What follows belongs to an exercise in optimizing a design on an open flow for a short achievable clock period; a production flow would make more cautious choices.
RTL that was checked went through simulation tests only; none was proved equivalent to the original.
The RTL of run 3 was laid out without a check of its function.
No activity file was given, so power comes from the tool's default toggle rates.

<file path="flow/design.v">
module twms_decode (
  input  logic        valid,
  input  logic [1:0]  port,        
  input  logic [31:0] w,           
  output logic        mal,         
  output logic        rng,         
  output logic        fstat,       
  output logic [1:0]  xstart,      
  output logic [1:0]  xstat,
  output logic [1:0]  bufwr,
  output logic [1:0]  bufrd,
  output logic        evpost,
  output logic        evclr,
  output logic        evpend,
  output logic [4:0]  emblk,       
  output logic [4:0]  emunblk,
  output logic        emcda,
  output logic        emsleep,
  output logic [1:0][2:0] subev,   
  output logic [1:0][2:0] irqraise,
  output logic [1:0]  irqen,
  output logic [1:0]  irqstat,
  output logic        wake
);
  logic host, env, sev;
  assign host = valid && (port == 2'd0);
  assign env  = valid && (port == 2'd1);
  assign sev  = valid && (port == 2'd2);
  logic [15:0] opd;
  always_comb
    for (int i = 0; i < 16; i++) opd[i] = (w[31:28] == 4'(i));
  logic z7_0, z23_8, z21_8, z25_24, z27_8, z7_5, z4_3, z2_0, z7_3, z27_24, z23_22;
  assign z7_0   = (w[7:0] == 8'b0);
  assign z7_5   = (w[7:5] == 3'b0);
  assign z7_3   = (w[7:3] == 5'b0);
  assign z4_3   = (w[4:3] == 2'b0);
  assign z2_0   = (w[2:0] == 3'b0);
  assign z23_8  = (w[23:8] == 16'b0);
  assign z21_8  = (w[21:8] == 14'b0);
  assign z23_22 = (w[23:22] == 2'b0);
  assign z25_24 = (w[25:24] == 2'b0);
  assign z27_24 = (w[27:24] == 4'b0);
  assign z27_8  = z27_24 && z23_8;
  logic [1:0] bus;                    
  assign bus = {!w[27] && w[26], !w[27] && !w[26]};
  logic cnt_ok, lvl_ok;
  assign cnt_ok = (w[9:7] != 3'd0) && (w[9:7] <= 3'd4);
  assign lvl_ok = (w[2:0] <= 3'd4);
  logic [4:0] lvl;
  always_comb
    for (int l = 0; l < 5; l++) lvl[l] = (w[2:0] == 3'(l));
  logic [2:0] sk, ik;
  assign sk[0] = (w[25:24] == 2'd0) && z7_0;
  assign sk[1] = (w[25:24] == 2'd1);
  assign sk[2] = (w[25:24] == 2'd2) && z7_0;
  assign ik[0] = (w[23:22] == 2'd0) && z7_0;
  assign ik[1] = (w[23:22] == 2'd1);
  assign ik[2] = (w[23:22] == 2'd2) && z7_0;
  logic wf_xstart, wf_xstat, wf_bufwr, wf_bufrd, wf_evpc, wf_evpend, wf_emlv, wf_em0,
        wf_subev, wf_irqraise, wf_irqen, wf_irqstat, wf_fstat, wf_wake;
  assign wf_xstart   = host && opd[1] && (w[6:5] == 2'b0);
  assign wf_xstat    = host && opd[2] && z25_24 && z23_8 && z7_0;
  assign wf_bufwr    = host && opd[3] && z23_8;
  assign wf_bufrd    = host && opd[4] && z25_24 && z23_8 && z7_0;
  assign wf_evpc     = host && (opd[5] || opd[6]) && z27_8 && z7_5;
  assign wf_evpend   = host && opd[7] && z27_8 && z7_0;
  assign wf_emlv     = host && (opd[8] || opd[9]) && z27_8 && z7_3;
  assign wf_em0      = host && (opd[10] || opd[11]) && z27_8 && z7_0;
  assign wf_subev    = sev && opd[12] && z23_8 && (sk != 3'b0);
  assign wf_irqraise = env && opd[13] && z25_24 && z21_8 && (ik != 3'b0);
  assign wf_irqen    = host && opd[13] && (w[25:24] == 2'd1) && z23_8 && z7_3;
  assign wf_irqstat  = host && opd[13] && (w[25:24] == 2'd2) && z23_8 && z7_0;
  assign wf_fstat    = host && opd[14] && z27_24 && z23_8 && z7_0;
  assign wf_wake     = env && opd[14] && (w[27:24] == 4'd1) && z23_8 && z7_0;
  logic wf_bus, wf_any, in_rng;
  assign wf_bus = wf_xstart || wf_xstat || wf_bufwr || wf_bufrd || wf_subev ||
                  wf_irqraise || wf_irqen || wf_irqstat;
  assign wf_any = wf_bus || wf_evpc || wf_evpend || wf_emlv || wf_em0 || wf_fstat || wf_wake;
  assign in_rng = !((wf_bus && w[27]) || (wf_xstart && !cnt_ok) || (wf_emlv && !lvl_ok));
  assign mal = !wf_any;
  assign rng = !in_rng;
  assign fstat    = wf_fstat;
  assign xstart   = {2{wf_xstart && cnt_ok}} & bus;
  assign xstat    = {2{wf_xstat}} & bus;
  assign bufwr    = {2{wf_bufwr}} & bus;
  assign bufrd    = {2{wf_bufrd}} & bus;
  assign evpost   = wf_evpc && opd[5];
  assign evclr    = wf_evpc && opd[6];
  assign evpend   = wf_evpend;
  assign emblk    = {5{wf_emlv && opd[8]}} & lvl;
  assign emunblk  = {5{wf_emlv && opd[9]}} & lvl;
  assign emcda    = wf_em0 && opd[10];
  assign emsleep  = wf_em0 && opd[11];
  assign subev[0]    = {3{wf_subev && bus[0]}} & sk;
  assign subev[1]    = {3{wf_subev && bus[1]}} & sk;
  assign irqraise[0] = {3{wf_irqraise && bus[0]}} & ik;
  assign irqraise[1] = {3{wf_irqraise && bus[1]}} & ik;
  assign irqen    = {2{wf_irqen}} & bus;
  assign irqstat  = {2{wf_irqstat}} & bus;
  assign wake     = wf_wake;
endmodule
module twms (
  input  logic        clk,
  input  logic        rst,           
  input  logic        cmd_valid,
  input  logic [1:0]  cmd_port,      
  input  logic [31:0] cmd_word,
  output logic        rsp_valid,
  output logic        rsp_ok,
  output logic [31:0] rsp_data,
  output logic [1:0]  bo0_cnt,       
  output logic [10:0] bo0_act0,
  output logic [10:0] bo0_act1,
  output logic [1:0]  bo1_cnt,       
  output logic [10:0] bo1_act0,
  output logic [10:0] bo1_act1,
  output logic        sleep_valid,   
  output logic [2:0]  sleep_level,
  output logic        pwr_asleep,    
  output logic [2:0]  pwr_level,
  output logic        halt,          
  output logic [2:0]  fcode,
  output logic [7:0]  finfo
);
  localparam logic [10:0] BA_START = 11'h000, BA_STOP = 11'h100, BA_TX = 11'h400;
  logic [1:0][2:0]  st_q;
  logic [1:0]       avail_q;
  logic [1:0]       mode_q;
  logic [1:0][6:0]  paddr_q;
  logic [1:0][7:0]  raddr_q;
  logic [1:0][2:0]  rem_q;
  logic [1:0][31:0] buf_q;
  logic [1:0][31:0] evoh_q;      
  logic [1:0][2:0]  if_q;
  logic [1:0][2:0]  ien_q;
  logic [1:0][7:0]  rxdata_q;
  logic [31:0]      ev_q;
  logic [4:0][2:0]  vote_q;
  logic [1:0]       x_xs;        
  logic [1:0]       x_bw;        
  logic [1:0][2:0]  x_hv;        
  logic             x_dlv;       
  logic [1:0][2:0]  x_irq;       
  logic [1:0][2:0]  x_clr;       
  logic [1:0]       x_ien;       
  logic             x_evpost, x_evclr;
  logic [4:0]       x_vinc, x_vdec;
  logic             f_mode;
  logic [6:0]       f_paddr;
  logic [7:0]       f_raddr;
  logic [2:0]       f_cnt;
  logic [31:0]      f_evoh;
  logic [3:0]       f_lane;
  logic [7:0]       f_byte;
  logic [2:0]       f_ien;
  logic             rsp_valid_q, rsp_ok_q;
  logic [31:0]      rsp_data_q;
  logic [1:0][1:0]  bo_cnt_q;
  logic [1:0][10:0] bo_a0_q, bo_a1_q;
  logic             slp_valid_q;
  logic [2:0]       slp_level_q;
  logic             asleep_q;
  logic [2:0]       plevel_q;
  logic             hp_q, fat_q;
  logic [2:0]       fcp_q, fcn_q;
  logic [7:0]       fip_q, fin_q;
  logic             halt_cur;
  logic [2:0]       fcode_cur;
  logic [7:0]       finfo_cur;
  assign halt_cur  = hp_q | fat_q;
  assign fcode_cur = fcp_q | fcn_q;
  assign finfo_cur = fip_q | fin_q;
  assign rsp_valid   = rsp_valid_q;
  assign rsp_ok      = rsp_ok_q && !fat_q;        
  assign rsp_data    = {rsp_data_q[31:3], rsp_data_q[2] | fat_q, rsp_data_q[1],
                        rsp_data_q[0] | fat_q};   
  assign bo0_cnt     = bo_cnt_q[0];
  assign bo0_act0    = bo_a0_q[0];
  assign bo0_act1    = bo_a1_q[0];
  assign bo1_cnt     = bo_cnt_q[1];
  assign bo1_act0    = bo_a0_q[1];
  assign bo1_act1    = bo_a1_q[1];
  assign sleep_valid = slp_valid_q;
  assign sleep_level = slp_level_q;
  assign pwr_asleep  = asleep_q;
  assign pwr_level   = plevel_q;
  assign halt        = halt_cur;
  assign fcode       = fcode_cur;
  assign finfo       = finfo_cur;
  logic [1:0][2:0]  st_n;
  logic [1:0]       avail_n;
  logic [1:0]       mode_n;
  logic [1:0][6:0]  paddr_n;
  logic [1:0][7:0]  raddr_n;
  logic [1:0][2:0]  rem_n;
  logic [1:0][31:0] buf_n;
  logic [1:0][31:0] evoh_n;
  logic [1:0][2:0]  if_n;
  logic [1:0][2:0]  ien_n;
  logic [1:0][7:0]  rxdata_n;
  logic [31:0]      ev_n;
  logic [4:0][2:0]  vote_n;
  logic [1:0][2:0] rm_q;
  always_comb begin
    for (int b = 0; b < 2; b++) begin
      rm_q[b] = rem_q[b] - 3'd1;
      st_n[b]     = st_q[b];
      avail_n[b]  = avail_q[b];
      mode_n[b]   = mode_q[b];
      paddr_n[b]  = paddr_q[b];
      raddr_n[b]  = raddr_q[b];
      rem_n[b]    = rem_q[b];
      evoh_n[b]   = evoh_q[b];
      if (x_xs[b]) begin
        st_n[b]    = 3'd1;
        avail_n[b] = 1'b0;
        mode_n[b]  = f_mode;
        paddr_n[b] = f_paddr;
        raddr_n[b] = f_raddr;
        rem_n[b]   = f_cnt;
        evoh_n[b]  = f_evoh;
      end
      if (x_hv[b][0]) begin
        case (st_q[b])
          3'd1:    st_n[b] = mode_q[b] ? 3'd2 : 3'd4;
          3'd2:    st_n[b] = 3'd3;
          3'd3:    st_n[b] = 3'd5;
          default: st_n[b] = (rm_q[b] == 3'd0) ? 3'd6 : 3'd4;
        endcase
        if (st_q[b] == 3'd4) rem_n[b] = rm_q[b];
      end
      if (x_hv[b][1]) begin
        st_n[b]  = (rm_q[b] == 3'd0) ? 3'd6 : 3'd5;
        rem_n[b] = rm_q[b];
      end
      if (x_hv[b][2]) begin
        st_n[b]    = 3'd0;
        avail_n[b] = 1'b1;
      end
      for (int j = 0; j < 4; j++) begin
        buf_n[b][8*j +: 8] = buf_q[b][8*j +: 8];
        if (x_bw[b] && f_lane[j])
          buf_n[b][8*j +: 8] = f_byte;
        if (x_hv[b][1] && (rm_q[b][1:0] == 2'(j)))
          buf_n[b][8*j +: 8] = x_dlv ? rxdata_q[b] : f_byte;
      end
      if_n[b] = (if_q[b] | x_irq[b]) & ~x_clr[b];
      ien_n[b] = x_ien[b] ? f_ien : ien_q[b];
      rxdata_n[b] = x_irq[b][1] ? f_byte : rxdata_q[b];
    end
    ev_n = ev_q;
    if (x_evpost) ev_n = ev_n | f_evoh;
    if (x_evclr)  ev_n = ev_n & ~f_evoh;
    if (x_hv[0][2]) ev_n = ev_n | evoh_q[0];
    if (x_hv[1][2]) ev_n = ev_n | evoh_q[1];
    for (int l = 0; l < 5; l++)
      vote_n[l] = x_vinc[l] ? vote_q[l] + 3'd1 : x_vdec[l] ? vote_q[l] - 3'd1 : vote_q[l];
  end
  logic [4:0]       vfull, vzero;
  logic [2:0]       cda;
  logic [1:0][2:0]  hf;           
  logic [1:0][2:0][2:0] hcode;
  logic [1:0][2:0][7:0] hinfo;
  logic [1:0][2:0][1:0] hcnt;     
  logic [1:0][10:0] ack_a0, ack_a1, rx_a0;
  logic [1:0]       dlv_on;       
  logic [2:0]       dlv_kind;
  logic             dlv_fatal;
  logic [2:0]       dlv_fcode;
  logic [7:0]       dlv_finfo;
  logic [1:0][1:0]  dlv_cnt;
  logic [1:0][10:0] dlv_a0, dlv_a1;
  logic [1:0][1:0][2:0] pend_x;
  logic [1:0][2:0]  pend;
  logic [1:0][2:0]  rm_n;
  always_comb begin
    for (int l = 0; l < 5; l++) begin
      vfull[l] = (vote_n[l] == 3'd5);
      vzero[l] = (vote_n[l] == 3'd0);
    end
    cda = 3'd4;
    for (int l = 3; l >= 0; l--)
      if (!vzero[l]) cda = 3'(l);
    for (int b = 0; b < 2; b++) begin
      rm_n[b] = rem_n[b] - 3'd1;
      hf[b][0] = !(st_n[b] == 3'd1 || st_n[b] == 3'd2 || st_n[b] == 3'd3 || st_n[b] == 3'd4);
      hf[b][1] = !(st_n[b] == 3'd3 || st_n[b] == 3'd5);
      hf[b][2] = !(st_n[b] == 3'd6) || vzero[2];
      for (int k = 0; k < 3; k++) begin
        if (k == 2 && st_n[b] == 3'd6) begin
          hcode[b][k] = 3'd2;
          hinfo[b][k] = 8'd2;
        end else begin
          hcode[b][k] = 3'd1;
          hinfo[b][k] = {2'b0, 1'(b), st_n[b], 2'(k)};
        end
      end
      hcnt[b][0] = 2'd0;
      ack_a0[b]  = BA_TX | {3'b0, buf_n[b][8*rm_n[b][1:0] +: 8]};
      ack_a1[b]  = BA_STOP;
      case (st_n[b])
        3'd1: begin
          hcnt[b][0] = 2'd1;
          ack_a0[b]  = BA_TX | {3'b0, raddr_n[b]};
        end
        3'd2: begin
          hcnt[b][0] = 2'd2;
          ack_a0[b]  = BA_START;
          ack_a1[b]  = BA_TX | {3'b0, paddr_n[b], 1'b1};
        end
        3'd4: hcnt[b][0] = (rm_n[b] == 3'd0) ? 2'd2 : 2'd1;
        default: ;
      endcase
      hcnt[b][1] = 2'd0;
      if (st_n[b] == 3'd3 || st_n[b] == 3'd5) hcnt[b][1] = (rm_n[b] == 3'd0) ? 2'd2 : 2'd1;
      hcnt[b][2] = 2'd0;
      rx_a0[b] = (rm_n[b] == 3'd0) ? 11'h300 : 11'h200;    
      pend[b] = if_n[b] & ien_n[b];
    end
    dlv_on[0] = !halt_cur && (pend[0] != 3'b0);
    dlv_on[1] = !halt_cur && (pend[0] == 3'b0) && (pend[1] != 3'b0);
    dlv_kind = 3'b000;
    dlv_fatal = 1'b0;
    dlv_fcode = 3'd0;
    dlv_finfo = 8'd0;
    for (int b = 0; b < 2; b++) begin
      pend_x[b][0] = {pend[b][2] & !pend[b][1] & !pend[b][0], pend[b][1] & !pend[b][0], pend[b][0]};
      dlv_cnt[b] = 2'd0;
      dlv_a0[b]  = pend[b][0] ? ack_a0[b] : rx_a0[b];
      dlv_a1[b]  = pend[b][0] ? ack_a1[b] : BA_STOP;
      for (int k = 0; k < 3; k++)
        if (pend_x[b][0][k]) dlv_cnt[b] = dlv_on[b] ? hcnt[b][k] : 2'd0;
    end
    for (int b = 0; b < 2; b++)
      if (dlv_on[b]) begin
        dlv_kind = pend_x[b][0];
        for (int k = 0; k < 3; k++)
          if (pend_x[b][0][k]) begin
            dlv_fatal = hf[b][k];
            dlv_fcode = hcode[b][k];
            dlv_finfo = hinfo[b][k];
          end
      end
  end
  logic            v, nv;           
  logic            d_mal, d_rng, d_fstat, d_evpost, d_evclr, d_evpend, d_emcda, d_emsleep, d_wake;
  logic [1:0]      d_xstart, d_xstat, d_bufwr, d_bufrd, d_irqen, d_irqstat;
  logic [4:0]      d_emblk, d_emunblk;
  logic [1:0][2:0] d_subev, d_irqraise;
  assign v  = cmd_valid && !rst;
  assign nv = !cmd_valid && !rst;
  twms_decode u_decode (
    .valid    (v),
    .port     (cmd_port),
    .w        (cmd_word),
    .mal      (d_mal),
    .rng      (d_rng),
    .fstat    (d_fstat),
    .xstart   (d_xstart),
    .xstat    (d_xstat),
    .bufwr    (d_bufwr),
    .bufrd    (d_bufrd),
    .evpost   (d_evpost),
    .evclr    (d_evclr),
    .evpend   (d_evpend),
    .emblk    (d_emblk),
    .emunblk  (d_emunblk),
    .emcda    (d_emcda),
    .emsleep  (d_emsleep),
    .subev    (d_subev),
    .irqraise (d_irqraise),
    .irqen    (d_irqen),
    .irqstat  (d_irqstat),
    .wake     (d_wake)
  );
  logic             h;
  logic [1:0]       e_xs, e_bw, e_sub;
  logic [1:0][2:0]  e_hv;
  logic             c1, c2, c3, c4, c5, fat_cmd, fatal, ok;
  logic [31:0]      rd;
  logic [2:0]       fc;
  logic [7:0]       fi;
  logic             sleep_x, wake_x, sub_any;
  logic             rsp_ok_d;
  logic [31:0]      rsp_data_d;
  logic [1:0][1:0]  bo_cnt_d;
  logic [1:0][10:0] bo_a0_d, bo_a1_d;
  always_comb begin
    h = halt_cur;
    for (int b = 0; b < 2; b++) begin
      e_xs[b]  = d_xstart[b] && !h && avail_n[b] && !vfull[2];
      e_bw[b]  = d_bufwr[b] && !h && avail_n[b];
      e_sub[b] = (d_subev[b] != 3'b0) && !h;
      for (int k = 0; k < 3; k++)
        e_hv[b][k] = (d_subev[b][k] && !h && !hf[b][k]) ||
                     (nv && dlv_on[b] && dlv_kind[k] && !hf[b][k]);
    end
    c4 = v && h && !d_fstat;
    c1 = v && !h && d_mal;
    c2 = v && !h && !d_mal && d_rng;
    c3 = !h && (((d_xstart | d_bufwr) & ~avail_n) != 2'b0);
    fat_cmd = !h && ((((d_xstart & avail_n) != 2'b0) && vfull[2]) ||
                     ((d_emblk & vfull) != 5'b0) ||
                     ((d_emunblk & vzero) != 5'b0) ||
                     ((d_subev[0] & hf[0]) != 3'b0) ||
                     ((d_subev[1] & hf[1]) != 3'b0));
    c5 = fat_cmd;
    fatal = fat_cmd || (nv && dlv_fatal);
    rd = 32'b0;
    for (int b = 0; b < 2; b++) begin
      if (d_xstat[b])   rd[7:0]  = rd[7:0] | {mode_n[b], rem_n[b], st_n[b], avail_n[b]};
      if (d_bufrd[b])   rd       = rd | buf_n[b];
      if (d_irqstat[b]) rd[15:0] = rd[15:0] | {rxdata_n[b], 2'b0, ien_n[b], if_n[b]};
    end
    if (d_evpend)              rd       = rd | ev_n;
    if (d_emcda || d_emsleep)  rd[2:0]  = rd[2:0] | cda;
    if (h)                     rd       = 32'b0;
    if (d_fstat)               rd[15:0] = {finfo_cur, 4'b0, fcode_cur, h};
    ok = v && !c4 && !d_mal && !d_rng && !c3;
    rsp_ok_d = ok;
    rsp_data_d = rd;
    rsp_data_d[0] = c1 || c3 || rd[0];
    rsp_data_d[1] = c2 || c3 || rd[1];
    rsp_data_d[2] = c4 || rd[2];
    for (int b = 0; b < 2; b++) begin
      bo_cnt_d[b] = 2'd0;
      for (int k = 0; k < 3; k++)
        if (d_subev[b][k] && !h) bo_cnt_d[b] = hcnt[b][k];
      if (nv)      bo_cnt_d[b] = dlv_cnt[b];
      if (e_xs[b]) bo_cnt_d[b] = 2'd2;
      if (!cmd_valid) begin
        bo_a0_d[b] = dlv_a0[b];
        bo_a1_d[b] = dlv_a1[b];
      end else if (cmd_word[31:28] == 4'h1) begin
        bo_a0_d[b] = BA_START;
        bo_a1_d[b] = BA_TX | {3'b0, cmd_word[24:18], 1'b0};
      end else begin
        bo_a0_d[b] = cmd_word[24] ? rx_a0[b] : ack_a0[b];
        bo_a1_d[b] = cmd_word[24] ? BA_STOP : ack_a1[b];
      end
    end
    fc = 3'd0;
    fi = 8'd0;
    if (nv && dlv_fatal) begin
      fc = dlv_fcode;
      fi = dlv_finfo;
    end
    if (!h && ((d_xstart & avail_n) != 2'b0) && vfull[2]) begin
      fc = fc | 3'd3;
      fi = fi | 8'd2;
    end
    for (int l = 0; l < 5; l++) begin
      if (!h && d_emblk[l] && vfull[l]) begin
        fc = fc | 3'd3;
        fi = fi | 8'(l);
      end
      if (!h && d_emunblk[l] && vzero[l]) begin
        fc = fc | 3'd2;
        fi = fi | 8'(l);
      end
    end
    for (int b = 0; b < 2; b++)
      for (int k = 0; k < 3; k++)
        if (!h && d_subev[b][k] && hf[b][k]) begin
          fc = fc | hcode[b][k];
          fi = fi | hinfo[b][k];
        end
    sleep_x = d_emsleep && !h;
    wake_x  = d_wake && !h;
    sub_any = (e_sub != 2'b0) || (nv && (dlv_on != 2'b0));
  end
  always_ff @(posedge clk) begin
    rsp_valid_q <= v;
    rsp_ok_q    <= rsp_ok_d;
    rsp_data_q  <= rsp_data_d;
    bo_cnt_q    <= bo_cnt_d;
    bo_a0_q     <= bo_a0_d;
    bo_a1_q     <= bo_a1_d;
    slp_valid_q <= sleep_x;
    slp_level_q <= cda;
    if (rst) begin
      hp_q     <= 1'b0;
      fat_q    <= 1'b0;
      fcp_q    <= 3'd0;
      fcn_q    <= 3'd0;
      fip_q    <= 8'd0;
      fin_q    <= 8'd0;
      asleep_q <= 1'b0;
      plevel_q <= 3'd0;
    end else begin
      hp_q     <= h;
      fat_q    <= fatal;
      fcp_q    <= fcode_cur;
      fcn_q    <= fc;           
      fip_q    <= finfo_cur;
      fin_q    <= fi;
      asleep_q <= sleep_x || (asleep_q && !sub_any && !wake_x);
      if (sleep_x) plevel_q <= cda;
    end
    x_xs     <= e_xs;
    x_bw     <= e_bw;
    x_hv     <= e_hv;
    x_dlv    <= !cmd_valid;
    for (int b = 0; b < 2; b++) begin
      x_irq[b] <= d_irqraise[b] & {3{!h}};
      x_clr[b] <= {3{nv && dlv_on[b]}} & dlv_kind;
    end
    x_ien    <= d_irqen & {2{!h}};
    x_evpost <= d_evpost && !h;
    x_evclr  <= d_evclr && !h;
    for (int l = 0; l < 5; l++) begin
      x_vinc[l] <= (d_emblk[l] && !h && !vfull[l]) || (l == 2 && e_xs != 2'b0);
      x_vdec[l] <= (d_emunblk[l] && !h && !vzero[l]) ||
                   (l == 2 && (e_hv[0][2] || e_hv[1][2]));
    end
    f_mode   <= cmd_word[25];
    f_paddr  <= cmd_word[24:18];
    f_raddr  <= cmd_word[17:10];
    f_cnt    <= cmd_word[9:7];
    for (int i = 0; i < 32; i++) f_evoh[i] <= (cmd_word[4:0] == 5'(i));
    for (int i = 0; i < 4; i++)  f_lane[i] <= (cmd_word[25:24] == 2'(i));
    f_byte   <= cmd_word[7:0];
    f_ien    <= cmd_word[2:0];
    if (rst) begin
      st_q     <= '0;
      avail_q  <= '1;
      mode_q   <= '0;
      paddr_q  <= '0;
      raddr_q  <= '0;
      rem_q    <= '0;
      buf_q    <= '0;
      evoh_q   <= {2{32'd1}};
      if_q     <= '0;
      ien_q    <= '1;
      rxdata_q <= '0;
      ev_q     <= '0;
      vote_q   <= '0;
    end else begin
      st_q     <= st_n;
      avail_q  <= avail_n;
      mode_q   <= mode_n;
      paddr_q  <= paddr_n;
      raddr_q  <= raddr_n;
      rem_q    <= rem_n;
      buf_q    <= buf_n;
      evoh_q   <= evoh_n;
      if_q     <= if_n;
      ien_q    <= ien_n;
      rxdata_q <= rxdata_n;
      ev_q     <= ev_n;
      vote_q   <= vote_n;
    end
  end
endmodule
</file>
<file path="flow/flow/run.sh">
#!/bin/bash
# Layout flow: the standard ORFS flow, with timing repair aimed at a setup
# slack margin well above what the 10 ns clock asks for, so that the resizer
# keeps working on the critical paths (the SDC is unchanged), and a last
# max-slew/max-cap repair after global routing (flow/post_grt.tcl). Port
# buffers are buf_4 (ORFS would pick a delay cell, clkdlybuf4s50_1).
# The platform's don't-use cells are extended with the slow high-stack gates
# (flow/dont_use.txt), for synthesis and for the resizer alike.
# make's output goes to standard_flow.log; each ORFS step logs under orfs/logs/.
set -euo pipefail
MARGIN=${MARGIN:-7.0}
DONT_USE=$(tr '\n' ' ' < flow/dont_use.txt)
bash standard.sh SETUP_SLACK_MARGIN=$MARGIN TNS_END_PERCENT=100 \
  "DONT_USE_CELLS=$DONT_USE" \
  "BUFFER_PORTS_ARGS=-buffer_cell sky130_fd_sc_hd__buf_4" \
  POST_GLOBAL_ROUTE_TCL=$PWD/flow/post_grt.tcl finish > standard_flow.log 2>&1
</file>
<file path="flow/flow/dont_use.txt">
sky130_fd_sc_hd__probe_p_8
sky130_fd_sc_hd__probec_p_8
sky130_fd_sc_hd__lpflow_bleeder_1
sky130_fd_sc_hd__lpflow_clkbufkapwr_1
sky130_fd_sc_hd__lpflow_clkbufkapwr_16
sky130_fd_sc_hd__lpflow_clkbufkapwr_2
sky130_fd_sc_hd__lpflow_clkbufkapwr_4
sky130_fd_sc_hd__lpflow_clkbufkapwr_8
sky130_fd_sc_hd__lpflow_clkinvkapwr_1
sky130_fd_sc_hd__lpflow_clkinvkapwr_16
sky130_fd_sc_hd__lpflow_clkinvkapwr_2
sky130_fd_sc_hd__lpflow_clkinvkapwr_4
sky130_fd_sc_hd__lpflow_clkinvkapwr_8
sky130_fd_sc_hd__lpflow_decapkapwr_12
sky130_fd_sc_hd__lpflow_decapkapwr_3
sky130_fd_sc_hd__lpflow_decapkapwr_4
sky130_fd_sc_hd__lpflow_decapkapwr_6
sky130_fd_sc_hd__lpflow_decapkapwr_8
sky130_fd_sc_hd__lpflow_inputiso0n_1
sky130_fd_sc_hd__lpflow_inputiso0p_1
sky130_fd_sc_hd__lpflow_inputiso1n_1
sky130_fd_sc_hd__lpflow_inputiso1p_1
sky130_fd_sc_hd__lpflow_inputisolatch_1
sky130_fd_sc_hd__lpflow_isobufsrc_1
sky130_fd_sc_hd__lpflow_isobufsrc_16
sky130_fd_sc_hd__lpflow_isobufsrc_2
sky130_fd_sc_hd__lpflow_isobufsrc_4
sky130_fd_sc_hd__lpflow_isobufsrc_8
sky130_fd_sc_hd__lpflow_isobufsrckapwr_16
sky130_fd_sc_hd__lpflow_lsbuf_lh_hl_isowell_tap_1
sky130_fd_sc_hd__lpflow_lsbuf_lh_hl_isowell_tap_2
sky130_fd_sc_hd__lpflow_lsbuf_lh_hl_isowell_tap_4
sky130_fd_sc_hd__lpflow_lsbuf_lh_isowell_4
sky130_fd_sc_hd__lpflow_lsbuf_lh_isowell_tap_1
sky130_fd_sc_hd__lpflow_lsbuf_lh_isowell_tap_2
sky130_fd_sc_hd__lpflow_lsbuf_lh_isowell_tap_4
sky130_fd_sc_hd__or4_*
sky130_fd_sc_hd__nor4_*
sky130_fd_sc_hd__or4b_*
sky130_fd_sc_hd__nor4b_*
sky130_fd_sc_hd__or4bb_*
sky130_fd_sc_hd__nor4bb_*
sky130_fd_sc_hd__or3_*
sky130_fd_sc_hd__nor3_*
sky130_fd_sc_hd__or3b_*
sky130_fd_sc_hd__nor3b_*
sky130_fd_sc_hd__o41ai_*
sky130_fd_sc_hd__a41oi_*
sky130_fd_sc_hd__o41a_*
sky130_fd_sc_hd__a41o_*
sky130_fd_sc_hd__o311ai_*
sky130_fd_sc_hd__o2111ai_*
sky130_fd_sc_hd__a2111oi_*
sky130_fd_sc_hd__o2111a_*
sky130_fd_sc_hd__a2111o_*
sky130_fd_sc_hd__o311a_*
sky130_fd_sc_hd__a311oi_*
sky130_fd_sc_hd__a311o_*
sky130_fd_sc_hd__o32ai_*
sky130_fd_sc_hd__o32a_*
sky130_fd_sc_hd__a32oi_*
sky130_fd_sc_hd__a32o_*
sky130_fd_sc_hd__o221ai_*
sky130_fd_sc_hd__o221a_*
sky130_fd_sc_hd__a221oi_*
sky130_fd_sc_hd__a221o_*
sky130_fd_sc_hd__o211ai_*
sky130_fd_sc_hd__o211a_*
sky130_fd_sc_hd__a211oi_*
sky130_fd_sc_hd__a211o_*
sky130_fd_sc_hd__o31ai_*
sky130_fd_sc_hd__o31a_*
sky130_fd_sc_hd__a31oi_*
sky130_fd_sc_hd__a31o_*
sky130_fd_sc_hd__o22a_*
sky130_fd_sc_hd__a22o_*
sky130_fd_sc_hd__a2bb2o_*
sky130_fd_sc_hd__o2bb2a_*
sky130_fd_sc_hd__a2bb2oi_*
sky130_fd_sc_hd__o2bb2ai_*
sky130_fd_sc_hd__and4_*
sky130_fd_sc_hd__and4b_*
sky130_fd_sc_hd__and4bb_*
sky130_fd_sc_hd__nand4b_*
sky130_fd_sc_hd__nand4bb_*
</file>
<file path="flow/flow/post_grt.tcl">
# After global routing's timing repair: repair max slew and capacitance
# again, with margin, since repair_timing can leave drivers at the limit.
# Same sequence as global_route.tcl uses after its own repair_design.
repair_design -slew_margin 30 -cap_margin 30
global_route -start_incremental
detailed_placement
global_route -end_incremental
estimate_parasitics -global_routing
write_guides $::env(RESULTS_DIR)/route.guide
</file>
<file path="flow/standard.sh">
#!/bin/bash
# synth_recipe.tcl (not shown) runs the flow's synth.tcl, then flattens the netlist and writes it again
# the make line also repeats each setting of config.mk as NAME=value (left out here)
make -C /OpenROAD-flow-scripts/flow DESIGN_CONFIG=/design/flow/config.mk WORK_HOME=/design/flow/orfs CLKGATE_MAP_FILE= SYNTH_SCRIPT=/design/flow/synth_recipe.tcl "${@:-finish}"
</file>
<file path="flow/config.mk">
export PLATFORM = sky130hd
export DESIGN_NAME = twms
export DESIGN_NICKNAME = twms
export VERILOG_FILES = /design/flow/design.v
export SDC_FILE = /design/flow/constraint.sdc
export NUM_CORES = 4
export LEC_CHECK = 0
export CAP_MARGIN = 20
export CORE_MARGIN = 2
export CORE_UTILIZATION = 60
export PLACE_DENSITY = 0.75
export SLEW_MARGIN = 20
</file>
<file path="flow/constraint.sdc">
create_clock -name core_clock -period 10.0 [get_ports {clk}]
set_input_delay 2.0000 -clock core_clock [delete_from_list [all_inputs] [get_ports {clk}]]
set_output_delay 2.0000 -clock core_clock [all_outputs]
set_load 0.01 [all_outputs]
</file>
==> results of run 1 <==
==> logic make-up (layout without fill, tap and decap cells) <==
family,Yosys count,after routing
fa+ha+maj,24,24
xor+xnor,13,13
flops,454,454
compound gates,460,460
buf+inv,210,407
simple gates,938,942
mux,158,158
other cells,1,5
==> cell usage in the layout (no fill, tap or decap), types with 12 or more instances in the layout <==
| cell type | Yosys | routed |
|---|---|---|
| dfxtp_2 | 0 | 72 |
| and3_1 | 48 | 33 |
| nor2_2 | 4 | 26 |
| dfxtp_1 | 454 | 371 |
| clkbuf_8 | 0 | 13 |
| and3_4 | 0 | 14 |
| buf_12 | 0 | 13 |
| nand4_1 | 28 | 28 |
| nand2_1 | 145 | 138 |
| mux2_2 | 22 | 22 |
| nand2b_1 | 29 | 25 |
| a21oi_2 | 4 | 12 |
| clkbuf_16 | 0 | 48 |
| ha_1 | 24 | 22 |
| nand3_1 | 77 | 61 |
| nor2_4 | 1 | 38 |
| buf_6 | 4 | 117 |
| a21oi_1 | 71 | 59 |
| a222oi_1 | 39 | 39 |
| o22ai_2 | 0 | 20 |
| nand3_4 | 0 | 15 |
| clkbuf_1 | 75 | 13 |
| and2_1 | 29 | 23 |
| mux2i_1 | 120 | 120 |
| mux4_2 | 12 | 12 |
| nor2b_1 | 45 | 42 |
| o21bai_1 | 84 | 80 |
| buf_4 | 39 | 109 |
| a21o_1 | 50 | 50 |
| o21ai_1 | 5 | 31 |
| nor2_1 | 478 | 419 |
| inv_1 | 65 | 54 |
| o21ai_0 | 56 | 23 |
| o22ai_1 | 125 | 100 |
| nand3b_1 | 22 | 22 |
==> state kept, by name (all words and copies together), names as in the netlist, 14 cells and up <==
register    flops
bo_a0_q        22
bo_a1_q        20
buf_q          64
ev_q           32
evoh_q         64
f_evoh         32
paddr_q        14
raddr_q        16
rsp_data_q     32
rxdata_q       16
vote_q         15
==> through the flow <==
stage	cell area [um^2]	setup WS, ps	power, mW	utilization	hold slack [ps]
finish	25130	6454	3.681	0.7744	491.4
CTS	24410	6464	3.668	0.7521	488.9
detailed placement	20830	5017	1.963	0.6418	462.2
global placement	20830	5114	1.962	0.6418	456.8
floorplan	20010	6415	1.920	-	429.2
==> metal layers <==
layer	vias up	share of wire
li1	8170	-
met1	8819	0.38
met2	1248	0.44
met3	309	0.12
met4	0	0.062
met5	-	0
==> path summary, 6_finish.rpt <==
path	end	slack, ps	cells past startpoint
setup / recovery	rsp_data_q[0]	6450	13
hold / removal	paddr_q[4]	490	2
hold reg to reg	paddr_q[4]	490	2
setup reg to reg	fin_q[1]	6890	9
==> critical path, delay by kind of cell <==
kind | cells | cell delay [ps]
buf+inv | 4 | 430
simple gates | 8 | 1340
compound gates | 1 | 180
==> final cells by class <==
| class | count | area share |
|---|---|---|
| clock inverter | 11 | 0.005427 |
| multi-input combinational | 1602 | 0.4293 |
| clock buffer | 71 | 0.05476 |
| tap | 442 | 0.02201 |
| inverter | 66 | 0.01011 |
| timing repair buffer | 259 | 0.1116 |
| sequential | 454 | 0.3669 |
==> power breakdown <==
| part | leakage, nW | internal, mW | switching [mW] |
|---|---|---|---|
| logic | 5.33 | 0.0460 | 0.0785 |
| clock network | 0.741 | 1.00 | 0.721 |
| registers | 3.71 | 1.82 | 0.0176 |
| total | 9.78 | 2.86 | 0.818 |
==> summary.txt, run 1 <==
status finished clean; max cap viols 0; routed wire length 73.05 mm; # fillers 2,181; CP max stage delay 270 ps; Buffers on Ports 133; Mapped Cells 2,258; biggest area consumer among synthesized cells dfxtp_1; Top-Level Pins 139; synth top area cells dfxtp_1 (46%), nor2_1 (9.1%), mux2i_1 (6.1%), o22ai_1 (4.0%), o21bai_1 (3.2%); largest family of logic cells by synthesized area simple AND/OR/NAND/NOR gates; Yosys top cell area share 0.4615; worst endpoint required time 10,430 ps; CTS tree yes; TritonCTS Sinks 454; critical path class in2reg; Overall Global Routing Usage 0.4108; crit-path max FO 7; Synth Flop Type dfxtp_1; Rows 66; Worst Hold Class reg2reg; Slew Limit Fails 0; Setup-failing EPs final 0; Die Y 185.2 um; post-synthesis mux area share 0.09200; EDFF count, synth 0; DP HPWL 45.86 mm; via count of the routed design 18,550; LEAKAGE 9.783 nW; Max IR drop VDD 0.1517 mV; Max Root-Sink Buffers 3; Syn Area/Cell 8.721 um^2; GR Util met3 0.09693; share of layout cells above drive strength 1 0.2704; Reg2Reg Launch Point f_ien[1]; global-route wire length before repair 105.3 mm; Crit path top cell by count nand4_1; core area 32,450 um^2; worst slew pin tran 985.1 ps; Post-Synth XOR/XNOR Area 0.005782; Mapped Area 19,690 um^2; PwrDens 146.5 nW/um^2; clk latency of the worst-skew pair 560 ps; initial antenna violation count 1; full die area 34,290 um^2; most instantiated library cell after synthesis nor2_1; clock slew seen by the registers of the worst setup and hold paths 60 ps; CTS resizes 340; Synthesis Warnings 2; Final Cycle Share 0.3547; Root Driver clkbuf_16; CTS Hold Buffers Added 0; Post-synth ARST share 0; Worst Setup End Kind register; Setup crit start cmd_word[18]; Cell Chain, Critical Path buf_8 > nor2_4 > nand4_1 > nor2_4 > buf_6 > buf_6 > buf_12 > and3_4 > nand3_1 > and3b_2 > nand4_1 > nand4_1 > a21boi_2; Unique masters post-synth 53; fin nets 2,490; Initial Util 0.6068; DR iter-0 viols 2,395; antenna-violating nets left 0; Worst path slowest cell and3_4; final hold violation count 0; FF/Latch Area 9220 um^2; complex-gate fraction of the synthesized area 0.1578; Cell Count, Final, Fillers Out 2,905; synthesis-stage register bit count 454; Setup Fix Bufs, Post-CTS 72; placed cells 2,706; number of global-route vias before repair 17,610; H-Tree Level Count 2; Synth-to-Final Area Change 27.62%; total CTS buffers 46; Post-synth top cells nor2_1 (478), dfxtp_1 (454), nand2_1 (145), o22ai_1 (125), mux2i_1 (120); Setup TNS 0 ps; Multi-input gate area 10,790 um^2; Worst Skew 16.24 ps; RD Place Congestion 0.9871; drt pass-1 iters 10; Die Span X 185.2 um; post-route DRC violation count 0; GRT overflow 0; min-delay src paddr_q[4]; via/cell ratio 6.384; Slew Limit Headroom 0.3433; Peak Freq 0.2820 GHz; M2 GR Usage 0.6470; Seq/Total Area, Yosys 0.4615; Simple-Gate Fraction of Synth Area 0.2176; most crowded layer after global routing met2; largest net degree at the start of global routing 88; antenna cells 0; CP Data Arrival Time 3980 ps; Post-Synth Adder-Cell Area 0.01525; Period minus WS final 3547 ps; DR WL/cell 25.14 um; met1 Use GR 0.5282; crit start category input pin
==> run 2, diff against run 1 <==
--- a/flow/config.mk
+++ b/flow/config.mk
@@ -7,6 +7,6 @@
 export LEC_CHECK = 0
 export CAP_MARGIN = 20
 export CORE_MARGIN = 2
-export CORE_UTILIZATION = 60
-export PLACE_DENSITY = 0.75
+export CORE_UTILIZATION = 40
+export PLACE_DENSITY = 0.6
 export SLEW_MARGIN = 20
==> summary.txt, run 2 <==
Final Cycle Share 0.3386 (-0.01607); CTS tree yes; share of layout cells above drive strength 1 0.2994 (+0.02903); Rows 81 (+23%); Max IR drop VDD 0.1233 mV (-19%); placed cells 2,928 (+8.2%); most frequent cells in the layout nor2_1 (413), dfxtp_1 (349), buf_6 (144); total CTS buffers 49 (+6.5%); synth top area cells dfxtp_1 (46%), nor2_1 (9.1%), mux2i_1 (6.1%), o22ai_1 (4.0%), o21bai_1 (3.2%); CTS resizes 462 (+36%); final hold violation count 0 (unchanged); initial antenna violation count 1 (unchanged); largest net degree at the start of global routing 104 (+18%); PwrDens 145.2 nW/um^2 (-0.86%); DR WL/cell 23.58 um (-6.2%); sw power 859.3 uW (+5.1%); biggest regs buf_q (64), evoh_q (64); most common cell after layout, fill and taps aside nor2_1; Die Span X 225.9 um (+22%); worst endpoint required time 8000 ps (-2430 ps); Worst Skew 24.35 ps (+8.111 ps); worst slew pin tran 1051 ps (+66.17 ps); global-route wire length before repair 108.7 mm (+3.3%); CTS Hold Buffers Added 0 (unchanged); via/cell ratio 5.708 (-11%); Root Driver clkbuf_16; Unique masters post-synth 53 (unchanged); number of global-route vias before repair 17,080 (-3.0%); core area 48,750 um^2 (+50%); internal power 2.910 mW (+1.6%); GRT overflow 0 (unchanged); EDFF count, synth 0 (unchanged); Die Y 225.9 um (+22%); synthesis-stage register bit count 454 (unchanged); Slew Limit Headroom 0.2992 (-0.04411); Synth-to-Final Area Change 31.81%; clock power share 0.481 (+0.013); Cell Count, Final, Fillers Out 3,132 (+7.8%); Synthesis Warnings 2 (unchanged); Period minus WS final 3386 ps (-160.7 ps); Gate power share 0.032 (-0.002); # fillers 4,362 (+100%); Buffers on Ports 133 (unchanged); Setup TNS 0 ps (unchanged); DR iter-0 viols 1,933 (-19%); Seq/Total Area, Yosys 0.4615 (unchanged); Seq pwr share 0.487 (-0.011); Setup Fix Bufs, Post-CTS 83 (+15%); full die area 51,020 um^2 (+49%); drt pass-1 iters 7 (-3); critical path class reg2out; Max Root-Sink Buffers 3 (unchanged); fin nets 2,495 (+0.20%); most instantiated library cell after synthesis nor2_1; Sw Ratio 0.2279 (+0.005882); Peak Freq 0.2954 GHz (+4.7%); clock slew seen by the registers of the worst setup and hold paths 60 ps (about the same); biggest area consumer among synthesized cells dfxtp_1; antenna-violating nets left 0 (unchanged); Post-synth ARST share 0 (unchanged); Overall Global Routing Usage 0.2847 (-0.1261); status finished clean; Post-synth top cells nor2_1 (478), dfxtp_1 (454), nand2_1 (145), o22ai_1 (125), mux2i_1 (120); Mapped Cells 2,258 (unchanged); Setup-failing EPs final 0 (unchanged); Slew Limit Fails 0 (unchanged); Syn Area/Cell 8.721 um^2 (unchanged); crit-path max FO 1 (-6); via count of the routed design 17,880 (-3.6%); Synth Flop Type dfxtp_1; routed wire length 73.85 mm (+1.1%); DP HPWL 49.77 mm (+8.5%); LEAKAGE 9.938 nW (+1.6%); Mapped Area 19,690 um^2 (unchanged); Top-Level Pins 139 (unchanged); H-Tree Level Count 2 (unchanged); antenna cells 0 (unchanged); clk latency of the worst-skew pair 610 ps (+50 ps); CP Data Arrival Time 1390 ps (-2590 ps); max cap viols 0 (unchanged); RD Place Congestion 0.9351 (-5.3%); TritonCTS Sinks 454 (unchanged); Worst Setup End Kind primary output; crit start category register; Worst Hold Class reg2reg; Initial Util 0.4040 (-0.2028); Yosys top cell area share 0.4615 (unchanged); post-route DRC violation count 0 (unchanged)
==> run 2: logic make-up after synthesis <==
| group | after synthesis | synth area share |
|---|---|---|
| XOR/XNOR | 13 | 0.005782 |
| buffers and inverters | 210 | 0.04988 |
| adder cells (fa/ha/maj) | 24 | 0.01525 |
| AND/OR/NAND/NOR | 938 | 0.2176 |
| other | 1 | 0.0001904 |
| AO/OA/AOI/OAI | 460 | 0.1578 |
| flip-flops | 454 | 0.4615 |
| multiplexers | 158 | 0.09200 |
==> run 2: path summary, 6_finish.rpt <==
path / from / end / slack [ps] / cells past startpoint
worst min-delay path: raddr_q[1] / raddr_q[1] / 490 / 2
worst max-delay path: rsp_data_q[0] / rsp_data[0] / 6610 / 2
worst min register to register: raddr_q[1] / raddr_q[1] / 490 / 2
worst max register to register: x_xs[1] / fin_q[4] / 6970 / 10
==> run 2: critical path, cell delays in order (launching register included) <==
cell and delay (ps):
dfxtp_2 360, or2_2 290, buf_6 120
==> run 2: layer usage <==
metal | vias to the layer above | wire [um] | global-route usage
li1 | 8182 | - | -
met2 | 880 | 33110 | 0.4472
met4 | 2 | 3067 | 0.1119
met5 | - | 8 | 0
met3 | 189 | 5712 | 0.04762
met1 | 8625 | 31950 | 0.3894
==> run 2: power groups by stage <==
| stage | combinational [mW] | clock (mW) | sequential (mW) |
|---|---|---|---|
| after floorplan | 0.0546 | 0 | 1.87 |
| after global placement | 0.0902 | 0 | 1.88 |
| after detailed placement | 0.0903 | 0 | 1.88 |
| after CTS | 0.115 | 1.84 | 1.83 |
| final | 0.122 | 1.81 | 1.83 |
==> run 2: final cells by class <==
cell class                      count  area, um^2  share of cell area
Timing Repair Buffer              261        2870              0.1106
Multi-Input combinational cell   1602       11160              0.4298
Clock inverter                     18       255.2            0.009833
Tap cell                          664       830.8             0.03201
Inverter                           66       252.7            0.009737
Sequential cell                   454        9248              0.3563
Clock buffer                       67        1344             0.05177
==> run 2: through the flow <==
step / power [mW] / hold slack [ps] / util / cell area (um^2) / setup WS [ps]
2_1_floorplan: 1.920 / 429.2 / - / 20010 / 6415
3_3_place_gp: 1.965 / 458.7 / 0.4330 / 21110 / 5051
3_5_place_dp: 1.965 / 474.7 / 0.4330 / 21110 / 4945
4_1_cts: 3.789 / 491.9 / 0.5166 / 25180 / 6597
6_report: 3.770 / 486.3 / 0.5325 / 25960 / 6614
==> run 3, diff against run 2 <==
--- a/flow/design.v
+++ b/flow/design.v
@@ -377,7 +377,11 @@
   logic [1:0]       e_xs, e_bw, e_sub;
   logic [1:0][2:0]  e_hv;
   logic             c1, c2, c3, c4, c5, fat_cmd, fatal, ok;
-  logic [31:0]      rd;
+  logic [31:0]      rd, rd_src, rd_buf;
+  logic             rd_base, rd_bus, rd_top, rd_xstat, rd_bufrd, rd_evpend, rd_irq,
+                    rd_cda, rd_fstat, rd_ok_hi, rd_ok_mid, rd_ok_lo, rd_ok_cda;
+  logic [7:0]       rd_xs;
+  logic [15:0]      rd_irqv;
   logic [2:0]       fc;
   logic [7:0]       fi;
   logic             sleep_x, wake_x, sub_any;
@@ -406,16 +410,35 @@
                      ((d_subev[1] & hf[1]) != 3'b0));
     c5 = fat_cmd;
     fatal = fat_cmd || (nv && dlv_fatal);
-    rd = 32'b0;
-    for (int b = 0; b < 2; b++) begin
-      if (d_xstat[b])   rd[7:0]  = rd[7:0] | {mode_n[b], rem_n[b], st_n[b], avail_n[b]};
-      if (d_bufrd[b])   rd       = rd | buf_n[b];
-      if (d_irqstat[b]) rd[15:0] = rd[15:0] | {rxdata_n[b], 2'b0, ien_n[b], if_n[b]};
-    end
-    if (d_evpend)              rd       = rd | ev_n;
-    if (d_emcda || d_emsleep)  rd[2:0]  = rd[2:0] | cda;
-    if (h)                     rd       = 32'b0;
-    if (d_fstat)               rd[15:0] = {finfo_cur, 4'b0, fcode_cur, h};
+    rd_base = v && (cmd_port == 2'd0) && (cmd_word[23:0] == 24'b0);
+    rd_bus  = !cmd_word[27] && (cmd_word[25:24] == 2'd0);
+    rd_top  = (cmd_word[27:24] == 4'd0);
+    rd_xstat  = (cmd_word[31:28] == 4'h2) && rd_bus;
+    rd_bufrd  = (cmd_word[31:28] == 4'h4) && rd_bus;
+    rd_evpend = (cmd_word[31:28] == 4'h7) && rd_top;
+    rd_irq    = (cmd_word[31:28] == 4'hD) && !cmd_word[27] && (cmd_word[25:24] == 2'd2);
+    rd_cda    = ((cmd_word[31:28] == 4'hA) || (cmd_word[31:28] == 4'hB)) && rd_top;
+    rd_fstat  = (cmd_word[31:28] == 4'hE) && rd_top;
+    rd_ok_hi  = rd_base && !h && (rd_bufrd || rd_evpend);
+    rd_ok_mid = rd_base && ((!h && (rd_bufrd || rd_evpend || rd_irq)) || rd_fstat);
+    rd_ok_lo  = rd_base && ((!h && (rd_bufrd || rd_evpend || rd_irq || rd_xstat)) || rd_fstat);
+    rd_ok_cda = rd_base && !h && rd_cda;
+    rd_xs   = (cmd_word[26] ? {mode_n[1], rem_n[1], st_n[1], avail_n[1]}
+                            : {mode_n[0], rem_n[0], st_n[0], avail_n[0]});
+    rd_buf  = cmd_word[26] ? buf_n[1] : buf_n[0];
+    rd_irqv = cmd_word[26] ? {rxdata_n[1], 2'b0, ien_n[1], if_n[1]}
+                           : {rxdata_n[0], 2'b0, ien_n[0], if_n[0]};
+    case ({cmd_word[31], cmd_word[29], cmd_word[28]})
+      3'b010:  rd_src = {24'b0, rd_xs};
+      3'b000:  rd_src = rd_buf;
+      3'b011:  rd_src = ev_n;
+      3'b101:  rd_src = {16'b0, rd_irqv};
+      default: rd_src = {16'b0, finfo_cur, 4'b0, fcode_cur, h};
+    endcase
+    rd[31:16] = rd_src[31:16] & {16{rd_ok_hi}};
+    rd[15:8]  = rd_src[15:8]  & {8{rd_ok_mid}};
+    rd[7:0]   = rd_src[7:0]   & {8{rd_ok_lo}};
+    rd[2:0]   = rd[2:0] | (cda & {3{rd_ok_cda}});
     ok = v && !c4 && !d_mal && !d_rng && !c3;
     rsp_ok_d = ok;
     rsp_data_d = rd;
==> summary.txt, run 3 <==
routed wire length 73.53 mm (-0.44%); EDFF count, synth 0 (unchanged); worst endpoint required time 8000 ps (about the same); largest net degree at the start of global routing 106 (+1.9%); CTS Hold Buffers Added 0 (unchanged); Final Cycle Share 0.3344 (-0.004216); synthesis-stage register bit count 454 (unchanged); Setup Fix Bufs, Post-CTS 49 (-41%); end of the worst register-to-register path fin_q[2]; biggest regs buf_q (64), evoh_q (64); clock slew seen by the registers of the worst setup and hold paths 60 ps (about the same); Slew Limit Fails 0 (unchanged); Buf/Inv on CP 3 (+2); biggest area consumer among synthesized cells dfxtp_1; Overall Global Routing Usage 0.2697 (-0.01499); min-delay src paddr_q[4]; total power draw 3.885 mW (+3.1%); fin nets 2,529 (+1.4%); hold slack 488.8 ps (+2.489 ps); Placed Area 21,670 um^2 (+2.7%); Slew Limit Headroom 0.3228 (+0.02362); GRT overflow 0 (unchanged); via count of the routed design 18,140 (+1.5%); clk latency of the worst-skew pair 610 ps (about the same); most instantiated library cell after synthesis dfxtp_1; Crit path top cell by count buf_6; Unique masters post-synth 59 (+11%); Mapped Cells 2,337 (+3.5%); Cell Chain, Critical Path nor2_4 > buf_6 > clkinv_8 > buf_6; Post-synth ARST share 0 (unchanged); RD Place Congestion 0.9483 (+1.4%); Die Span X 229.0 um (+1.4%); full die area 52,460 um^2 (+2.8%); CTS tree yes; final hold violation count 0 (unchanged); antenna cells 0 (unchanged); most frequent cells in the layout nor2_1 (392), dfxtp_1 (357), nand2_1 (179); total CTS buffers 49 (unchanged); Worst Hold Class reg2reg; dpl ws 5294 ps (+349.5 ps); Synth-to-Final Area Change 25.81%; Mapped Area 20,260 um^2 (+2.9%); initial antenna violation count 1 (unchanged); Max Root-Sink Buffers 3 (unchanged); post-route DRC violation count 0 (unchanged); global-route wire length before repair 108.4 mm (-0.32%); Reg2Reg Launch Point x_xs[1]; Worst Skew 17.99 ps (-6.362 ps); Final Util 0.5090 (-0.02346); crit start category register; Worst Setup End Kind primary output; DP HPWL 49.27 mm (-0.99%); Syn Area/Cell 8.668 um^2 (-0.61%); most common cell after layout, fill and taps aside nor2_1; Setup-failing EPs final 0 (unchanged); Initial Util 0.4046 (+0.0006201); Cell Count, Final, Fillers Out 3,180 (+1.5%); Period minus WS final 3344 ps (-42.16 ps); status finished clean; Hold Path Depth 2 (unchanged); worst slew pin tran 1014 ps (-36.82 ps); via/cell ratio 5.704 (about the same); Setup TNS 0 ps (unchanged); DR iter-0 viols 1,876 (-2.9%); placed cells 3,003 (+2.6%); Synth Flop Type dfxtp_1; max cap viols 0 (unchanged); Worst Reg-to-Reg Cells 9 (-1); core area 50,070 um^2 (+2.7%); Rows 82 (+1.2%); Synthesis Warnings 2 (unchanged); worst reg2reg setup slack 6950 ps (-20 ps); Post-synth top cells dfxtp_1 (454), nor2_1 (440), nand2_1 (186), mux2i_1 (145), a21oi_1 (117); critical path class reg2out; Buffers on Ports 133 (unchanged); number of global-route vias before repair 17,390 (+1.8%); Yosys top cell area share 0.4487 (-0.01286); DR WL/cell 23.12 um (-1.9%); share of layout cells above drive strength 1 0.2667 (-0.03269); CTS resizes 358 (-23%); synth top area cells dfxtp_1 (45%), nor2_1 (8.2%), mux2i_1 (7.2%), nand2_1 (3.4%), a21oi_1 (2.9%); Endpoint, Worst Hold paddr_q[4]; Die Y 229.0 um (+1.4%); drt pass-1 iters 9 (+2); Root Driver clkbuf_16; Worst path slowest cell dfxtp_4; Final Instance Area 25,490 um^2 (-1.8%); PwrDens 152.4 nW/um^2 (+5.0%); CP Data Arrival Time 1340 ps (-50 ps); antenna-violating nets left 0 (unchanged); CP max stage delay 370 ps (about the same); Seq/Total Area, Yosys 0.4487 (-0.01286); Setup crit start fat_q; crit-path max FO 4 (+3); H-Tree Level Count 2 (unchanged); LEAKAGE 10.03 nW (+0.89%); TritonCTS Sinks 454 (unchanged); Peak Freq 0.2991 GHz (+1.3%); min setup slack post-route 6656 ps (+42.16 ps); Top-Level Pins 139 (unchanged); Max IR drop VDD 0.1001 mV (-19%); Worst path top cell family by delay flip-flops
-- run 3: kinds of logic after synthesis --
group | count (synthesis) | synth area share
compound gates | 483 | 0.1565
xor+xnor | 13 | 0.005621
fa+ha+maj | 24 | 0.01482
buf+inv | 213 | 0.04762
flops | 454 | 0.4487
mux | 198 | 0.1102
other cells | 1 | 0.0001851
simple gates | 951 | 0.2164
-- run 3: power breakdown --
| group | internal [mW] | switching, mW |
|---|---|---|
| Combinational | 0.0538 | 0.0983 |
| Clock | 1.13 | 0.772 |
| Sequential | 1.82 | 0.0165 |
| Total | 3.00 | 0.887 |
-- run 3: worst min-delay path: stages, from the launching register on --
cell     delay [ps]
dfxtp_1         300
mux2i_1          70
nor2_1           80
-- run 3: worst max path at each step --
stage                      end  slack, ps  depth (start not counted)
finish                    halt       6660                          4
CTS                       halt       6620                          4
floorplan            x_vdec[2]       6310                         11
global placement    evoh_q[54]       5360                          4
detailed placement    ev_q[18]       5290                          4
-- run 3: final cells by class --
| class | count | area (um^2) |
|---|---|---|
| sequential | 454 | 9250 |
| clock inverter | 18 | 255.2 |
| multi-input combinational | 1676 | 11090 |
| clock buffer | 73 | 1436 |
| timing repair buffer | 227 | 2370 |
| fill | 4714 | 24580 |
| inverter | 60 | 242.7 |
| tap | 672 | 840.8 |
-- run 3: routing by layer --
layer / global-route usage / up-vias / routed length, um
li1: - / 8329 / -
met1: 0.3569 / 8783 / 31260
met2: 0.4366 / 849 / 33770
met3: 0.04544 / 177 / 5546
met4: 0.1112 / 2 / 2927
met5: 0 / - / 16
==> run 4, diff against run 3 <==
--- a/flow/design.v
+++ b/flow/design.v
@@ -153,27 +153,27 @@
   logic [3:0]       f_lane;
   logic [7:0]       f_byte;
   logic [2:0]       f_ien;
-  logic             rsp_valid_q, rsp_ok_q;
-  logic [31:0]      rsp_data_q;
+  logic             rsp_valid_q, rsp_okn_q;
+  logic [31:0]      rsp_data_q;    
   logic [1:0][1:0]  bo_cnt_q;
   logic [1:0][10:0] bo_a0_q, bo_a1_q;
   logic             slp_valid_q;
   logic [2:0]       slp_level_q;
   logic             asleep_q;
   logic [2:0]       plevel_q;
-  logic             hp_q, fat_q;
-  logic [2:0]       fcp_q, fcn_q;
-  logic [7:0]       fip_q, fin_q;
+  logic             hpn_q, fatn_q, fat_q;
+  logic [2:0]       fcpn_q, fcnn_q;
+  logic [7:0]       fipn_q, finn_q;
   logic             halt_cur;
   logic [2:0]       fcode_cur;
   logic [7:0]       finfo_cur;
-  assign halt_cur  = hp_q | fat_q;
-  assign fcode_cur = fcp_q | fcn_q;
-  assign finfo_cur = fip_q | fin_q;
+  assign halt_cur  = ~(hpn_q & fatn_q);
+  assign fcode_cur = ~(fcpn_q & fcnn_q);
+  assign finfo_cur = ~(fipn_q & finn_q);
   assign rsp_valid   = rsp_valid_q;
-  assign rsp_ok      = rsp_ok_q && !fat_q;        
-  assign rsp_data    = {rsp_data_q[31:3], rsp_data_q[2] | fat_q, rsp_data_q[1],
-                        rsp_data_q[0] | fat_q};   
+  assign rsp_ok      = ~(rsp_okn_q | fat_q);        
+  assign rsp_data    = {rsp_data_q[31:3], ~(rsp_data_q[2] & fatn_q), rsp_data_q[1],
+                        ~(rsp_data_q[0] & fatn_q)};   
   assign bo0_cnt     = bo_cnt_q[0];
   assign bo0_act0    = bo_a0_q[0];
   assign bo0_act1    = bo_a1_q[0];
@@ -494,29 +494,31 @@
   end
   always_ff @(posedge clk) begin
     rsp_valid_q <= v;
-    rsp_ok_q    <= rsp_ok_d;
-    rsp_data_q  <= rsp_data_d;
+    rsp_okn_q   <= !rsp_ok_d;
+    rsp_data_q  <= {rsp_data_d[31:3], !rsp_data_d[2], rsp_data_d[1], !rsp_data_d[0]};
     bo_cnt_q    <= bo_cnt_d;
     bo_a0_q     <= bo_a0_d;
     bo_a1_q     <= bo_a1_d;
     slp_valid_q <= sleep_x;
     slp_level_q <= cda;
     if (rst) begin
-      hp_q     <= 1'b0;
+      hpn_q    <= 1'b1;
+      fatn_q   <= 1'b1;
       fat_q    <= 1'b0;
-      fcp_q    <= 3'd0;
-      fcn_q    <= 3'd0;
-      fip_q    <= 8'd0;
-      fin_q    <= 8'd0;
+      fcpn_q   <= 3'b111;
+      fcnn_q   <= 3'b111;
+      fipn_q   <= 8'hff;
+      finn_q   <= 8'hff;
       asleep_q <= 1'b0;
       plevel_q <= 3'd0;
     end else begin
-      hp_q     <= h;
+      hpn_q    <= !h;
+      fatn_q   <= !fatal;
       fat_q    <= fatal;
-      fcp_q    <= fcode_cur;
-      fcn_q    <= fc;           
-      fip_q    <= finfo_cur;
-      fin_q    <= fi;
+      fcpn_q   <= ~fcode_cur;
+      fcnn_q   <= ~fc;          
+      fipn_q   <= ~finfo_cur;
+      finn_q   <= ~fi;
       asleep_q <= sleep_x || (asleep_q && !sub_any && !wake_x);
       if (sleep_x) plevel_q <= cda;
     end
--- a/flow/flow/run.sh
+++ b/flow/flow/run.sh
@@ -8,7 +8,7 @@
 # (flow/dont_use.txt), for synthesis and for the resizer alike.
 # make's output goes to standard_flow.log; each ORFS step logs under orfs/logs/.
 set -euo pipefail
-MARGIN=${MARGIN:-7.0}
+MARGIN=${MARGIN:-7.4}
 DONT_USE=$(tr '\n' ' ' < flow/dont_use.txt)
 bash standard.sh SETUP_SLACK_MARGIN=$MARGIN TNS_END_PERCENT=100 \
   "DONT_USE_CELLS=$DONT_USE" \
==> summary.txt, run 4 <==
status finished clean; Syn Area/Cell 8.724 um^2 (+0.65%); Simple-Gate Fraction of Synth Area 0.2154 (-0.0009912); number of global-route vias before repair 17,670 (+1.6%); placed cells 2,974 (-0.97%); via count of the routed design 18,130 (-0.039%); Die Span X 228.0 um (-0.47%); final hold violation count 0 (unchanged); Setup-failing EPs final 0 (unchanged); DR WL/cell 23.02 um (-0.44%); Synth Flop Type dfxtp_1; full die area 51,970 um^2 (-0.93%); Final Util 0.5278 (+0.01878); Die Y 228.0 um (-0.47%); fin nets 2,536 (+0.28%); TritonCTS Sinks 455 (+0.22%); Post-synth top cells nor2_1 (480), dfxtp_1 (455), nand2_1 (167), mux2i_1 (157), a21oi_1 (100); Period minus WS final 3274 ps (-69.95 ps); biggest regs buf_q (64), evoh_q (64); core area 49,860 um^2 (-0.41%); CP Data Arrival Time 3760 ps (+2420 ps); Worst Hold Class reg2reg; Seq/Total Area, Yosys 0.4540 (+0.005278); Synth-to-Final Area Change 31.16%; largest family of logic cells by synthesized area simple AND/OR/NAND/NOR gates; global-route wire length before repair 108.5 mm (about the same); clk latency of the worst-skew pair 610 ps (about the same); Unique masters post-synth 46 (-22%); Initial Util 0.4024 (-0.002174); CTS resizes 430 (+20%); clock slew seen by the registers of the worst setup and hold paths 60 ps (about the same); CTS Hold Buffers Added 0 (unchanged); FF/Latch Area 9280 um^2 (+0.32%); most frequent cells in the layout nor2_1 (407), dfxtp_1 (342), mux2i_1 (154); via/cell ratio 5.691 (-0.23%); worst slew pin tran 935.8 ps (-78.66 ps); Mapped Area 20,070 um^2 (-0.95%); most instantiated library cell after synthesis nor2_1; RD Place Congestion 0.9263 (-2.3%); crit start category input pin; Overall Global Routing Usage 0.2696 (about the same); Cell Count, Final, Fillers Out 3,186 (+0.19%); # fillers 4,516 (-4.2%); Post-synth ARST share 0 (unchanged); Yosys top cell area share 0.4540 (+0.005278); Peak Freq 0.3055 GHz (+2.1%); Post-Synth Adder-Cell Area 0.01497 (+0.0001414); synth top area cells dfxtp_1 (45%), nor2_1 (9.0%), mux2i_1 (7.8%), nand2_1 (3.1%), o21bai_1 (2.5%); post-synthesis mux area share 0.1131 (+0.002922); antenna cells 0 (unchanged); Post-Synth XOR/XNOR Area 0.005674 (+0.00005362); H-Tree Level Count 2 (unchanged); Rows 82 (unchanged); Worst Skew 15.97 ps (-2.016 ps); Root Driver clkbuf_16; Final Cycle Share 0.3274 (-0.006995); biggest area consumer among synthesized cells dfxtp_1; Setup Fix Bufs, Post-CTS 84 (+71%); most common cell after layout, fill and taps aside nor2_1; Max IR drop VDD 0.1164 mV (+16%); DP HPWL 47.87 mm (-2.9%); Placed Area 21,660 um^2 (about the same); max cap viols 0 (unchanged); critical path class in2reg; GRT overflow 0 (unchanged); EDFF count, synth 0 (unchanged); share of layout cells above drive strength 1 0.2987 (+0.03198); LEAKAGE 10.25 nW (+2.2%); synthesis-stage register bit count 455 (+0.22%); Setup TNS 0 ps (unchanged); initial antenna violation count 0 (-1); PwrDens 148.3 nW/um^2 (-2.7%); Slew Limit Headroom 0.3761 (+0.05336); total CTS buffers 49 (unchanged); Worst Setup End Kind register; routed wire length 73.34 mm (-0.26%); Top-Level Pins 139 (unchanged); largest net degree at the start of global routing 120 (+13%); Mapped Cells 2,300 (-1.6%); complex-gate fraction of the synthesized area 0.1538 (-0.002747); Final Instance Area 26,320 um^2 (+3.3%); drt pass-1 iters 8 (-1); antenna-violating nets left 0 (unchanged); Multi-input gate area 11,380 um^2 (+2.6%); Max Root-Sink Buffers 3 (unchanged); post-route DRC violation count 0 (unchanged); Buffers on Ports 133 (unchanged); crit-path max FO 4 (unchanged); CTS tree yes; worst endpoint required time 10,490 ps (+2490 ps); Synthesis Warnings 2 (unchanged); Slew Limit Fails 0 (unchanged); DR iter-0 viols 2,010 (+7.1%)
run 4: cell count changes after synthesis, moves of 15 or more:
cell	change
and2_1	-16
nor2_1	+40
a22oi_1	+16
a21oi_1	-17
nand2_1	-19
o21ai_0	-15
run 4: final cells by class:
class,count,area share
Tap cell,672,0.03195
Sequential cell,455,0.3526
Clock inverter,25,0.01017
Timing Repair Buffer,263,0.1126
Clock buffer,65,0.05306
Inverter,47,0.007179
Multi-Input combinational cell,1659,0.4324
run 4: kinds of logic (layout without fill, tap and decap cells):
logic type,after synthesis,in the layout
buffers and inverters,192,400
AO/OA/AOI/OAI,466,466
XOR/XNOR,13,13
multiplexers,203,203
flip-flops,455,455
adder cells (fa/ha/maj),24,24
AND/OR/NAND/NOR,946,948
other,1,5
run 4: metrics by stage:
stage	worst slack, ps	power, mW	hold WS [ps]
floorplan	6509	1.963	443.9
global placement	5230	2.000	462.8
detailed placement	5132	2.000	472.1
CTS	6712	3.914	488.6
finish	6726	3.904	489.6
run 4: worst max-delay path, stage by stage:
cell and delay, ps:
clkbuf_16 130, buf_16 130, nor2b_4 130, nand2b_1 90, buf_4 140, buf_6 110
nor2_4 70, nand4_1 230, nor2_4 220, o21ai_4 80, buf_4 140, a21o_1 160
nand4_1 80, nor2_1 40
run 4: power by group:
part,leakage (nW),total (mW),switching [mW],internal [mW]
Sequential,3.72,1.84,0.0163,1.82
Combinational,5.70,0.178,0.108,0.0700
Clock,0.830,1.89,0.796,1.09
Total,10.2,3.90,0.920,2.98
run 4: path summary, 6_finish.rpt:
path	from	to	slack [ps]	cells past startpoint
setup / recovery	rst	fcnn_q[0]	6730	14
hold / removal	evoh_q[32]	evoh_q[32]	490	2
setup reg to reg	x_hv[3]	finn_q[3]	6960	7
hold reg to reg	evoh_q[32]	evoh_q[32]	490	2
run 4: routing by layer:
metal,global-route usage,vias up,wire length [um]
met5,0,-,0
met1,0.3660,8824,31870
met3,0.03775,172,5100
li1,-,8323,-
met2,0.4362,814,33700
met4,0.1009,0,2666

separate check: timing with driven ports:
How much do the figures lean on ideal ports? The routed layouts below were timed once more, with nothing changed but the port constraints.
Step 1 (the two cells are an assumption about what drives the block):
set clk [get_ports {clk}]
set_driving_cell -lib_cell sky130_fd_sc_hd__clkbuf_16 $clk
set_driving_cell -lib_cell sky130_fd_sc_hd__buf_2 [delete_from_list [all_inputs] $clk]
Step 2 moves the port delays by t, midway between the first and last clock arrival at a register: inputs arrive t later, outputs are due t later. That takes back most of the time a late clock gives input paths.
a / b / c = no drivers / after step 1 / after step 2; a / b = the first two.
run | t (ns) | setup WS [ns] | worst slew at a driven data input, ns
run 1 | 0.607 | 6.453 / 6.409 / 5.860 | 0.24
run 2 | 0.662 | 6.614 / 6.553 / 5.989 | 0.21
run 3 | 0.653 | 6.656 / 6.601 / 5.968 | 0.28
run 4 | 0.657 | 6.726 / 6.587 / 5.930 | 0.24
After both steps every run listed still meets setup and hold. For run 4, which loses most, drivers alone change the setup slack by -0.139 ns; drivers and shift together by -0.796 ns.
